From an optimization exercise on the open Yosys and OpenROAD flow, aimed at small area, a short achievable clock period and few clock cycles; shortcuts taken in it are not production practice. In this exercise RTL edits were held to simulation tests only and were not proved equivalent to the original. Power figures rest on the tool's default switching activity, not on a simulated workload.

## tfrc_unit
module tfrc_unit (
    input  wire        clk,
    input  wire        rst,           
    input  wire        host_wr,
    input  wire [3:0]  host_addr,
    input  wire [31:0] host_wdata,
    output reg  [31:0] host_rdata,
    output reg         pb_en,
    output reg         pb_we,
    output reg  [29:0] pb_addr,
    output reg  [31:0] pb_wdata,
    output reg  [3:0]  pb_wstrb,
    input  wire [31:0] pb_rdata,
    input  wire        in_valid,
    input  wire [7:0]  in_data,
    input  wire        in_end,
    input  wire        in_fail,
    output reg         in_ready,
    output reg         out_valid,
    output reg  [7:0]  out_data,
    input  wire        out_ack,
    input  wire        out_fail
);
export LEC_CHECK = 0
export CAP_MARGIN = 20
export CORE_MARGIN = 2
export CORE_UTILIZATION = 58
export SETUP_SLACK_MARGIN = 2.0
export SLEW_MARGIN = 20
create_clock -name core_clock -period 6.0 [get_ports {clk}]
standard.sh (not shown) runs the stock make flow with config.mk's settings and CLKGATE_MAP_FILE= SYNTH_SCRIPT=/design/flow/synth_recipe.tcl, a recipe that flattens the netlist after the stock synthesis.
==> flow/flow/run.sh <==
#!/bin/bash
set -euo pipefail
cd "$(dirname "$0")/.."
bash standard.sh \
  "BUFFER_PORTS_ARGS=-buffer_cell sky130_fd_sc_hd__buf_2" \
  "CTS_ARGS=-sink_clustering_enable -repair_clock_nets -dont_use_dummy_load -sink_clustering_size 20 -sink_clustering_max_diameter 60 -buf_list {sky130_fd_sc_hd__clkbuf_8 sky130_fd_sc_hd__clkbuf_16}" \
  finish > standard_flow.log 2>&1
The first run produced a clean layout.
Testbench counts at the start, summed over its fixed seeds: cycles 53,900.
Next try:
--- a/flow/design.v
+++ b/flow/design.v
@@ -78,15 +78,17 @@
     reg [7:0]  obuf;         
     reg        fresh;        
     wire        busy   = (st != S_IDLE);
     wire [31:0] status = {16'd0, 4'd0, fphase, rc, 1'b0, txfault, rxfault, busy};
     wire        lenz  = (len[31:0] == 32'd0);
     wire        lenhi = (len[63:32] != 32'd0);
     wire [31:0] inc   = cnt + 32'd1;
-    wire        eq    = (cnt == len[31:0]);
+    wire        einc  = (inc == len[31:0]);
+    wire        len1  = (len[31:0] == 32'd1);
+    reg         eq;      
     wire        s_txl = (st == S_TXL);
     wire        s_txc = (st == S_TXC);
     wire        s_txp = (st == S_TXP);
     wire        s_txd = (st == S_TXD);
     wire        s_run = (st == S_RUN);
     wire [1:0]  psel    = cnt[1:0] - 2'd1;
     wire [7:0]  pbb     = pb_rdata[8*psel +: 8];
@@ -154,14 +156,15 @@
                     case (host_addr)
                     4'd0: verify <= host_wdata[0];
                     4'd3: len[31:0] <= host_wdata;
                     4'd8: len[63:32] <= host_wdata;
                     4'd4: arg <= host_wdata;
                     4'd2: begin
                         cnt    <= 32'd0;
+                        eq     <= lenz;
                         pos    <= 3'd0;
                         primed <= 1'b0;
                         q      <= 32'hFFFFFFFF;
                         obuf   <= len[7:0];
                         mc     <= (host_wdata[7:0] != OP_CRC32C);
                         case (host_wdata[7:0])
                         OP_CRC32C, OP_MCRC: begin
@@ -198,18 +201,18 @@
                     endcase
                 end
             end
             S_RUN: begin
                 primed <= 1'b1;
                 if (primed)
                     q <= qn;
+                cnt <= inc;
+                eq  <= einc;
                 if (eq)
                     st <= S_MSK;
-                else
-                    cnt <= inc;
             end
             S_MSK: begin
                 q     <= qs;
                 carry <= ssum[8];
                 pos   <= posn;
                 if (!mc) begin
                     res <= ~rotl15(q);
@@ -239,14 +242,15 @@
                         obuf <= lenbyte;
                         if (pos == 3'd7)
                             st <= S_TXC;
                     end
                     S_TXP: begin
                         q   <= qn;
                         cnt <= inc;
+                        eq  <= einc;
                         if (eq) begin
                             pos <= 3'd0;
                             st  <= S_TXD;
                         end
                     end
                     default: begin
                         q     <= qs;
@@ -257,14 +261,15 @@
                             pos <= 3'd0;
                             if (s_txd) begin
                                 rc <= RC_OK;
                                 st <= S_IDLE;
                             end else begin
                                 q   <= 32'hFFFFFFFF;
                                 cnt <= 32'd1;
+                                eq  <= len1;
                                 st  <= lenz ? S_TXD : S_TXP;
                             end
                         end
                     end
                     endcase
                 end
             end
@@ -277,29 +282,27 @@
                         if (pos == 3'd7) begin
                             len <= {in_data, xb, cnt};
                             st  <= S_RXC;
                         end
                     end else if (st == S_RXP && !eq) begin
                         q   <= qn;
                         cnt <= inc;
+                        eq  <= einc;
                     end else begin
                         q     <= qs;
                         carry <= ssum[8];
                         pos   <= posn;
                         xb    <= {in_data, xb[23:8]};
                         mism  <= (mism && (pos[1:0] != 2'd0)) || bad;
                         if (st == S_RXP)
                             st <= S_RXD;
                         if (p3) begin
                             q   <= 32'hFFFFFFFF;
                             cnt <= 32'd0;
-                            if (verify) begin
-                                ck_comp   <= qs;
-                                ck_stored <= {in_data, xb};
-                            end
+                            eq  <= lenz;
                             if (verify && (mism || bad)) begin
                                 rc <= RC_CKSUM; fphase <= st; rxfault <= 1'b1; st <= S_IDLE;
                             end else if (st == S_RXD) begin
                                 rc <= RC_OK; st <= S_IDLE;
                             end else if (lenhi) begin
                                 rc <= RC_OVERSZ; fphase <= st; rxfault <= 1'b1; st <= S_IDLE;
                             end else
@@ -318,10 +321,14 @@
                         rxfault <= 1'b1;
                     end
                     st <= S_IDLE;
                 end
             end
             default: st <= S_IDLE;
             endcase
+            if (in_valid && (st == S_RXC || st == S_RXD) && p3 && verify) begin
+                ck_comp   <= qs;
+                ck_stored <= {in_data, xb};
+            end
         end
     end
 endmodule
Effect:
- global-route usage is lower by 0.95 points
- area after synthesis drops by 0.94%
- wire length goes down by 3.4%
- worst hold slack is better by 0.0040 ns
- cell count drops by 0.96%
- setup slack is worse by 0.072 ns
- total power increases to 2.6 times its value
- via count shrinks by 2.6%
- register-to-register slack is better by 0.08 ns
- sequential share of layout area goes up by 0.30 points
- synthesized cell count stays flat
- design area decreases by 0.53%
Testbench counts after the change, summed over its fixed seeds: cycles 53,900.

[afterwards: timing with drivers on the ports]
The flow's constraints put no driver on any port. The routed layouts listed below were extracted and timed again, unchanged, in two steps. Step 1, drivers: a clkbuf_16 drives clk and a buf_2 each remaining input, both assumed. Step 2 times the ports against the registers' clock, not the clock port: input delays grow and output delays shrink by t, the midpoint of the rising clock arrivals with the driver on. Three values: ideal, step 1, step 2; two values: the first two.
| run | t (ns) | slack for setup (ns) | worst hold slack (ns) |
|---|---|---|---|
| the first run | 0.630 | 1.900 / 1.845 / 1.592 | 0.453 / 0.453 / 0.453 |
| the second run | 0.637 | 1.828 / 1.741 / 1.650 | 0.457 / 0.457 / 0.457 |
After both steps setup and hold are still met in every run listed. The setup slack of the first run, which loses most, moves by -0.055 ns with the drivers and by -0.308 ns with both steps.
